From an optimization exercise on the open Yosys and OpenROAD flow, aimed at small area; shortcuts taken in it are not production practice.
RTL that was checked went through simulation tests only; none was proved equivalent to the original.
Power and IR drop assume default switching activity.

==> ember <==
==> flow/design.v (excerpt) <==
module emedal_sender (
    input  wire        clk,
    input  wire        rst,
    input  wire        start,
    input  wire [15:0] start_image_id,
    input  wire [23:0] start_len,
    input  wire        tick,
    output wire        ready,
    output wire [23:0] pl_addr,
    input  wire [7:0]  pl_data,
    output wire        tx_valid,
    output wire [7:0]  tx_data,
    input  wire        tx_ready,
    input  wire [15:0] rx_count,
    input  wire [7:0]  rx_data,
    output wire        rx_pop,
    output wire [2:0]  state,
    output wire [1:0]  last_outcome,
    output wire [1:0]  fail_stage,
    output wire [15:0] fail_index,
    output wire [1:0]  fail_cause,
    output wire [23:0] sent_bytes,
    output wire        nack_valid,
    output wire [15:0] nack_expected,
    output wire [15:0] nack_got
);
Settings: LEC_CHECK=0, CAP_MARGIN=20, CORE_MARGIN=2, CORE_UTILIZATION=70, CTS_BUF_LIST=sky130_fd_sc_hd__clkbuf_8, SLEW_MARGIN=20; clock period 15.0 ns.
standard.sh (not shown) runs the stock make flow with config.mk's settings and CLKGATE_MAP_FILE= SYNTH_SCRIPT=/design/flow/synth_recipe.tcl, a recipe that flattens the netlist after the stock synthesis.
==> flow/flow/run.sh <==
#!/bin/bash
# Standard ORFS layout (the standard.sh) with two changes to how the layout
# is made:
#  - ABC maps the combinational logic with an area-oriented script
#    (flow/abc_area_map.script, using amap) instead of ORFS's delay-oriented
#    one; registers come out of synthesis exactly as in the standard flow;
#  - ports are buffered with the smallest buffer, sky130_fd_sc_hd__buf_1.
# Each tool's output goes to its own log under orfs/logs; make's to make_finish.log.
set -euo pipefail
rm -rf scripts_mod
cp -r "$FLOW_HOME/scripts" scripts_mod
cp flow/abc_area_map.script scripts_mod/abc_speed.script
bash standard.sh SCRIPTS_DIR="$PWD/scripts_mod" \
    BUFFER_PORTS_ARGS="-buffer_cell sky130_fd_sc_hd__buf_1" finish > make_finish.log 2>&1
==> flow/flow/abc_area_map.script <==
strash
dc2
dc2
dch -f
amap -F 4 -A 8
topo
==> pepper: changes against ember <==
--- a/flow/design.v
+++ b/flow/design.v
@@ -20,18 +20,18 @@
     output wire [15:0] fail_index,
     output wire [1:0]  fail_cause,
     output wire [23:0] sent_bytes,
     output wire        nack_valid,
     output wire [15:0] nack_expected,
     output wire [15:0] nack_got
 );
     localparam [2:0] S_IDLE = 3'd0, S_DONE = 3'd4;
-    localparam [2:0] C_READY = 3'd0, C_WAIT = 3'd1, C_TX = 3'd2, C_CRC = 3'd3,
-                     C_READ = 3'd4, C_ACK = 3'd5, C_NOP = 3'd6;
+    localparam [2:0] C_READY = 3'd0, C_WAIT = 3'd4, C_TX = 3'd6, C_CRC = 3'd7,
+                     C_READ = 3'd1, C_ACK = 3'd3, C_NOP = 3'd2;
     function [15:0] inc16(input [15:0] x, input ci);
         integer i;
         reg cy;
         begin
             cy = ci;
             for (i = 0; i < 16; i = i + 1) begin
                 inc16[i] = x[i] ^ cy;
                 cy = x[i] & cy;
@@ -155,16 +155,17 @@
     wire ack_done  = in_ack & ack_stop;
     wire nextf     = (got_ack & st1) | ack_done;
     wire fail_ev   = timeout | got_nack;
     wire resend    = fail_ev & can_retry;
     wire give_up   = fail_ev & !can_retry;
     wire begin_f   = acc | nextf | resend;
     wire do_poll   = frame_end | tick_poll;
     wire read_go   = do_poll & poll_hit;
+    wire seq_rot   = in_crc & (c[7:1] == 7'b1111100);
     wire to_end    = (st2 & part) | ((seq == quo) & !cin0);
     wire [15:0] c_inc = inc16({8'd0, c}, 1'b1);
     wire [15:0] b_inc = inc16({13'd0, b}, 1'b1);
     reg [2:0] ctl_nx;
     always @(*) begin
         if (begin_f)                         ctl_nx = C_WAIT;
         else if (read_go)                    ctl_nx = C_READ;
         else if (got_ack & st2)              ctl_nx = C_ACK;
@@ -188,29 +189,31 @@
         if (rst | acc)      last_out_r <= 2'd0;
         else if (got_ack)   last_out_r <= 2'd1;
         else if (got_nack)  last_out_r <= 2'd2;
         else if (timeout)   last_out_r <= 2'd3;
         if (rst | acc)      sent_r <= 20'd0;
         else if (ack_done)  sent_r <= addr[23:4];
         if (acc)            seq <= start_image_id;
         else if (frame_end & st1) seq <= 16'd0;
-        else if (nextf)     seq <= inc16(seq, 1'b1);
+        else if (seq_rot)   seq <= {seq[0] ^ ack_ok, seq[15:1]};
         if (acc)            lq <= start_len;
         else if (in_crc & st1 & hdr & (b[2:1] == 2'b00)) lq <= lq_div;
         if (acc | nextf)    retry_cnt <= 2'd0;
         else if (resend)    retry_cnt <= {retry_cnt[1] ^ retry_cnt[0], !retry_cnt[0]};
         if (begin_f)        c <= 8'd248;
         else if (frame_end | (got_ack & st2)) c <= 8'd0;
         else if (byte_next | tick_poll | (in_ack & !ack_stop)) c <= c_inc[7:0];
         if (begin_f | read_go) b <= 3'd0;
         else if (in_crc | (in_read & (b != 3'd7))) b <= b_inc[2:0];
         if (begin_f)        crc <= 16'hFFFF;
         else if (in_crc)    crc <= crc_nx;
         else if (in_read & (b == 3'd5)) crc[7:0] <= rx_data;
+        if (begin_f)        ack_ok <= nextf;
+        else if (seq_rot)   ack_ok <= seq[0] & ack_ok;
         if (in_read) begin
             case (b)
                 3'd0: begin ack_ok <= rx_eq;           nack_ok <= rx_eq; end
                 3'd1, 3'd2, 3'd3:
                       begin ack_ok <= ack_ok & rx_eq;  nack_ok <= nack_ok & rx_eq; end
                 3'd4: begin ack_ok <= ack_ok & rx_ack; nack_ok <= nack_ok & rx_nack; end
                 3'd5, 3'd6:
                       ack_ok <= ack_ok & rx_eq;
==> flow/flow/run.sh (replaced) <==
#!/bin/bash
# Standard ORFS layout (the standard.sh) with these changes to how the
# layout is made:
#  - synthesis leaves adders to ABC (no ADDER_MAP_FILE half/full-adder cell
#    mapping), and ABC maps the combinational logic with an area-oriented
#    script (flow/abc_area_map.script, using amap) instead of ORFS's
#    delay-oriented one; registers come out of synthesis exactly as in the
#    standard flow;
#  - ports are buffered with the smallest buffer, sky130_fd_sc_hd__buf_1;
#  - CTS inserts no dummy loads.
# Each tool's output goes to its own log under orfs/logs; make's to make_finish.log.
set -euo pipefail
rm -rf scripts_mod
cp -r "$FLOW_HOME/scripts" scripts_mod
cp flow/abc_area_map.script scripts_mod/abc_speed.script
bash standard.sh SCRIPTS_DIR="$PWD/scripts_mod" ADDER_MAP_FILE= \
    BUFFER_PORTS_ARGS="-buffer_cell sky130_fd_sc_hd__buf_1" \
    CTS_ARGS="-sink_clustering_enable -repair_clock_nets -buf_list sky130_fd_sc_hd__clkbuf_8 -dont_use_dummy_load" \
    finish > make_finish.log 2>&1
==> flow/flow/abc_area_map.script (replaced) <==
strash
dc2
dc2
dch -f
amap -F 4 -A 8
strash
dc2
dch -f
amap -F 4 -A 8
strash
dch -f
amap -F 4 -A 8
topo
- CAP_MARGIN: 20 -> 0
- CORE_UTILIZATION: 70 -> 60
- SLEW_MARGIN: 20 -> 0
==> sierra: changes against ember <==
--- a/flow/design.v
+++ b/flow/design.v
@@ -20,18 +20,18 @@
     output wire [15:0] fail_index,
     output wire [1:0]  fail_cause,
     output wire [23:0] sent_bytes,
     output wire        nack_valid,
     output wire [15:0] nack_expected,
     output wire [15:0] nack_got
 );
     localparam [2:0] S_IDLE = 3'd0, S_DONE = 3'd4;
-    localparam [2:0] C_READY = 3'd0, C_WAIT = 3'd1, C_TX = 3'd2, C_CRC = 3'd3,
-                     C_READ = 3'd4, C_ACK = 3'd5, C_NOP = 3'd6;
+    localparam [2:0] C_READY = 3'd0, C_WAIT = 3'd4, C_TX = 3'd6, C_CRC = 3'd7,
+                     C_READ = 3'd1, C_ACK = 3'd3, C_NOP = 3'd2;
     function [15:0] inc16(input [15:0] x, input ci);
         integer i;
         reg cy;
         begin
             cy = ci;
             for (i = 0; i < 16; i = i + 1) begin
                 inc16[i] = x[i] ^ cy;
                 cy = x[i] & cy;
@@ -155,16 +155,17 @@
     wire ack_done  = in_ack & ack_stop;
     wire nextf     = (got_ack & st1) | ack_done;
     wire fail_ev   = timeout | got_nack;
     wire resend    = fail_ev & can_retry;
     wire give_up   = fail_ev & !can_retry;
     wire begin_f   = acc | nextf | resend;
     wire do_poll   = frame_end | tick_poll;
     wire read_go   = do_poll & poll_hit;
+    wire seq_rot   = in_crc & (c[7:1] == 7'b1111100);
     wire to_end    = (st2 & part) | ((seq == quo) & !cin0);
     wire [15:0] c_inc = inc16({8'd0, c}, 1'b1);
     wire [15:0] b_inc = inc16({13'd0, b}, 1'b1);
     reg [2:0] ctl_nx;
     always @(*) begin
         if (begin_f)                         ctl_nx = C_WAIT;
         else if (read_go)                    ctl_nx = C_READ;
         else if (got_ack & st2)              ctl_nx = C_ACK;
@@ -188,29 +189,31 @@
         if (rst | acc)      last_out_r <= 2'd0;
         else if (got_ack)   last_out_r <= 2'd1;
         else if (got_nack)  last_out_r <= 2'd2;
         else if (timeout)   last_out_r <= 2'd3;
         if (rst | acc)      sent_r <= 20'd0;
         else if (ack_done)  sent_r <= addr[23:4];
         if (acc)            seq <= start_image_id;
         else if (frame_end & st1) seq <= 16'd0;
-        else if (nextf)     seq <= inc16(seq, 1'b1);
+        else if (seq_rot)   seq <= {seq[0] ^ ack_ok, seq[15:1]};
         if (acc)            lq <= start_len;
         else if (in_crc & st1 & hdr & (b[2:1] == 2'b00)) lq <= lq_div;
         if (acc | nextf)    retry_cnt <= 2'd0;
         else if (resend)    retry_cnt <= {retry_cnt[1] ^ retry_cnt[0], !retry_cnt[0]};
         if (begin_f)        c <= 8'd248;
         else if (frame_end | (got_ack & st2)) c <= 8'd0;
         else if (byte_next | tick_poll | (in_ack & !ack_stop)) c <= c_inc[7:0];
         if (begin_f | read_go) b <= 3'd0;
         else if (in_crc | (in_read & (b != 3'd7))) b <= b_inc[2:0];
         if (begin_f)        crc <= 16'hFFFF;
         else if (in_crc)    crc <= crc_nx;
         else if (in_read & (b == 3'd5)) crc[7:0] <= rx_data;
+        if (begin_f)        ack_ok <= nextf;
+        else if (seq_rot)   ack_ok <= seq[0] & ack_ok;
         if (in_read) begin
             case (b)
                 3'd0: begin ack_ok <= rx_eq;           nack_ok <= rx_eq; end
                 3'd1, 3'd2, 3'd3:
                       begin ack_ok <= ack_ok & rx_eq;  nack_ok <= nack_ok & rx_eq; end
                 3'd4: begin ack_ok <= ack_ok & rx_ack; nack_ok <= nack_ok & rx_nack; end
                 3'd5, 3'd6:
                       ack_ok <= ack_ok & rx_eq;
==> flow/flow/run.sh (replaced) <==
#!/bin/bash
# Standard ORFS layout (the standard.sh) with these changes to how the
# layout is made:
#  - synthesis leaves adders to ABC (no ADDER_MAP_FILE half/full-adder cell
#    mapping), and ABC maps the combinational logic with an area-oriented
#    script (flow/abc_area_map.script, using amap) instead of ORFS's
#    delay-oriented one; registers come out of synthesis exactly as in the
#    standard flow;
#  - ports are buffered with the smallest buffer, sky130_fd_sc_hd__buf_1;
#  - CTS inserts no dummy loads.
# Each tool's output goes to its own log under orfs/logs; make's to make_finish.log.
set -euo pipefail
rm -rf scripts_mod
cp -r "$FLOW_HOME/scripts" scripts_mod
cp flow/abc_area_map.script scripts_mod/abc_speed.script
bash standard.sh SCRIPTS_DIR="$PWD/scripts_mod" ADDER_MAP_FILE= \
    BUFFER_PORTS_ARGS="-buffer_cell sky130_fd_sc_hd__buf_1" \
    CTS_ARGS="-sink_clustering_enable -repair_clock_nets -buf_list sky130_fd_sc_hd__clkbuf_8 -dont_use_dummy_load -sink_buffer_max_cap_derate 1.5" \
    finish > make_finish.log 2>&1
==> flow/flow/abc_area_map.script (replaced) <==
strash
dc2
dc2
dch -f
amap -F 4 -A 8
strash
dc2
dch -f
amap -F 4 -A 8
strash
dch -f
amap -F 4 -A 8
topo
- CAP_MARGIN: 20 -> 0
- CORE_UTILIZATION: 70 -> 60
- SLEW_MARGIN: 20 -> 0
==> delta: changes against ember <==
--- a/flow/design.v
+++ b/flow/design.v
@@ -59,17 +59,17 @@
                 cy = (x[i] & yb) | (cy & (x[i] ^ yb));
             end
         end
     endfunction
     reg [2:0]  fsm;
     reg [2:0]  ctl;
     reg [15:0] seq;        
     reg [23:0] lq;         
-    reg [23:4] sent_r;
+    reg [23:0] sent_r;
     reg [2:0]  b;          
     reg [1:0]  retry_cnt;
     reg [1:0]  last_out_r;
     reg [15:0] crc;        
     reg [7:0]  c;
     reg        ack_ok, nack_ok;
     reg        part;       
     wire [7:0]  rem   = lq[23:16];
@@ -135,17 +135,17 @@
     wire rx_last  = (rx_count == 16'd1);
     wire len_ok   = (start_len <= 24'd15728400);
     wire [7:0] lim_m1 = st2 ? 8'd99 : 8'd199;
     wire can_retry = st2 && (retry_cnt != 2'd3);
     wire ack_stop = !hdr && (part ? ge_rem : ge240);
     wire       dge    = lq[23] | (lq[22:19] == 4'b1111);
     wire [15:0] div_inc = inc16({12'd0, lq[22:19]}, dge);
     wire [23:0] lq_div = {div_inc[3:0], lq[18:0], dge};
-    wire [23:0] addr = {add20_4(sent_r, c[7:4]), c[3:0]};
+    wire [23:0] addr = {add20_4(sent_r[23:4], c[7:4]), c[3:0]};
     wire ev_start  = in_ready & start;
     wire ev_tick   = in_ready & !start & tick;
     wire acc       = ev_start & !awaiting & len_ok;
     wire tick_live = ev_tick & awaiting;
     wire timeout   = tick_live & (c == lim_m1);
     wire tick_poll = tick_live & !timeout;
     wire frame_end = in_tx & tx_ready & last_pos;
     wire byte_next = in_crc & (b == 3'd7);
@@ -184,18 +184,18 @@
         else if (nextf)     fsm <= to_end ? 3'd3 : 3'd2;
         else if (got_ack & st3) fsm <= S_DONE;
         else if (give_up)   fsm <= {1'b1, fsm[1:0]};
         if (nextf & !to_end) part <= (seq == quo);
         if (rst | acc)      last_out_r <= 2'd0;
         else if (got_ack)   last_out_r <= 2'd1;
         else if (got_nack)  last_out_r <= 2'd2;
         else if (timeout)   last_out_r <= 2'd3;
-        if (rst | acc)      sent_r <= 20'd0;
-        else if (ack_done)  sent_r <= addr[23:4];
+        if (rst | acc)      sent_r <= 24'd0;
+        else if (ack_done)  sent_r <= addr;
         if (acc)            seq <= start_image_id;
         else if (frame_end & st1) seq <= 16'd0;
         else if (nextf)     seq <= inc16(seq, 1'b1);
         if (acc)            lq <= start_len;
         else if (in_crc & st1 & hdr & (b[2:1] == 2'b00)) lq <= lq_div;
         if (acc | nextf)    retry_cnt <= 2'd0;
         else if (resend)    retry_cnt <= {retry_cnt[1] ^ retry_cnt[0], !retry_cnt[0]};
         if (begin_f)        c <= 8'd248;
@@ -224,14 +224,13 @@
     assign tx_data       = fbyte;
     assign rx_pop        = (ctl == C_READ);
     assign pl_addr       = addr;
     assign state         = {fsm[2], !fsm[2] & fsm[1], fsm[2] ? failed : fsm[0]};
     assign last_outcome  = last_out_r;
     assign fail_stage    = {fsm[2] & fsm[1], fsm[2] & fsm[0]};
     assign fail_index    = (fsm == 3'd6) ? seq : 16'd0;
     assign fail_cause    = failed ? last_out_r : 2'd0;
-    wire   all_sent      = (fsm[1] & fsm[0]) | (fsm == S_DONE);
-    assign sent_bytes    = {sent_r, all_sent ? rem[3:0] : 4'd0};
+    assign sent_bytes    = sent_r;
     assign nack_valid    = in_read && (b == 3'd6) && nack_ok;
     assign nack_expected = seq;
     assign nack_got      = {rx_data, crc[7:0]};
 endmodule
==> flow/flow/run.sh (replaced) <==
#!/bin/bash
# Standard ORFS layout; the only change is the cell used to buffer the ports
# (the smallest buffer instead of the one buffer_ports picks by default).
set -euo pipefail
bash standard.sh BUFFER_PORTS_ARGS="-buffer_cell sky130_fd_sc_hd__buf_1" finish > make_finish.log 2>&1
- CORE_UTILIZATION: 70 -> 60
removed: flow/flow/abc_area_map.script
==> key figures <==
Global route
  • Met1 Use GR: 0.460

Status
  • Status: complete, no violations

CTS
  • H-tree depth: 3
  • Clock sinks: 100
  • Post-CTS Hold Fix Bufs: 0
  • Clock insertion delay at the later pin of the skew report: 0.40 ns

Worst setup path
  • Worst Setup EP: tx_data[1]
  • R2R cell count: 15

Drt
  • DRT Wirelength: 20900 um

Logic synthesis
  • Count leader, synth: nor2_1

Finish
  • Reg area: 2420 um2
Source of the figures above: pepper

==> key figures <==
Status
  • Status: complete, no violations

Global route
  • Met1 Use GR: 0.457

Worst setup path
  • Worst Path Max Fanout: 8
  • R2R cell count: 12

Power
  • Pwr Density: 172 nW/um2

Logic synthesis
  • Count leader, synth: nand2_1

CTS
  • Clock insertion delay at the later pin of the skew report: 0.40 ns
  • H-tree depth: 3
  • Post-CTS Hold Fix Bufs: 0

Finish
  • Reg area: 2510 um2
Source of the figures above: delta

==> key figures <==
Logic synthesis
  • Synth cell types: 40
  • Simple logic cell fraction of the synthesized area: 0.234
  • Count leader, synth: nor2_1

Placed design
  • Placed Cells: 1127
  • Final Wtd Congestion: 0.996
  • PortBufs: 193

Status
  • Tool Error: [ERROR CTS-0109] sink_buffer_max_cap_derate needs to be between 0 and 1.0.
  • Fail Step: clock tree synthesis
  • Status: did not finish
Source of the figures above: sierra

==> key figures <==
Status
  • Status: complete, no violations

CTS
  • Post-CTS Hold Fix Bufs: 0
  • H-tree depth: 3
  • Clock sinks: 100

Finish
  • Final #Nets: 1080
  • Reg area: 2430 um2

Drt
  • DRT Wirelength: 22700 um

Worst setup path
  • R2R cell count: 20
  • Slowest CP cell: dfxtp_1

Global route
  • Met1 Use GR: 0.518
  • Largest net degree at the start of global routing: 35

Power
  • Worst ir drop on vdd: 0.115 mV
Source of the figures above: ember

No functional check of the RTL was part of ember.

==> what the ideal ports hide <==
No port has a modelled driver above. Below, the same layouts with a new extraction and two added sets of constraints.
Step 1 sets driving cells, clkbuf_16 on the clock port and buf_2 on the other inputs (assumed; they add their load-dependent delay and slew).
Step 2 moves the port delays by t, midway between the first and last clock arrival at a register: inputs arrive t later, outputs are due t later. That takes back most of the time a late clock gives input paths.
Three values: ideal, step 1, step 2; two values: the first two.
run | t (ns) | slack for setup (ns) | pins driven straight from the clock port
ember | 0.419 | 6.730 / 6.696 / 7.116 | 1
pepper | 0.419 | 7.387 / 7.352 / 7.771 | 1
delta | 0.429 | 6.950 / 6.913 / 7.342 | 1
After both steps every run listed still meets setup and hold.
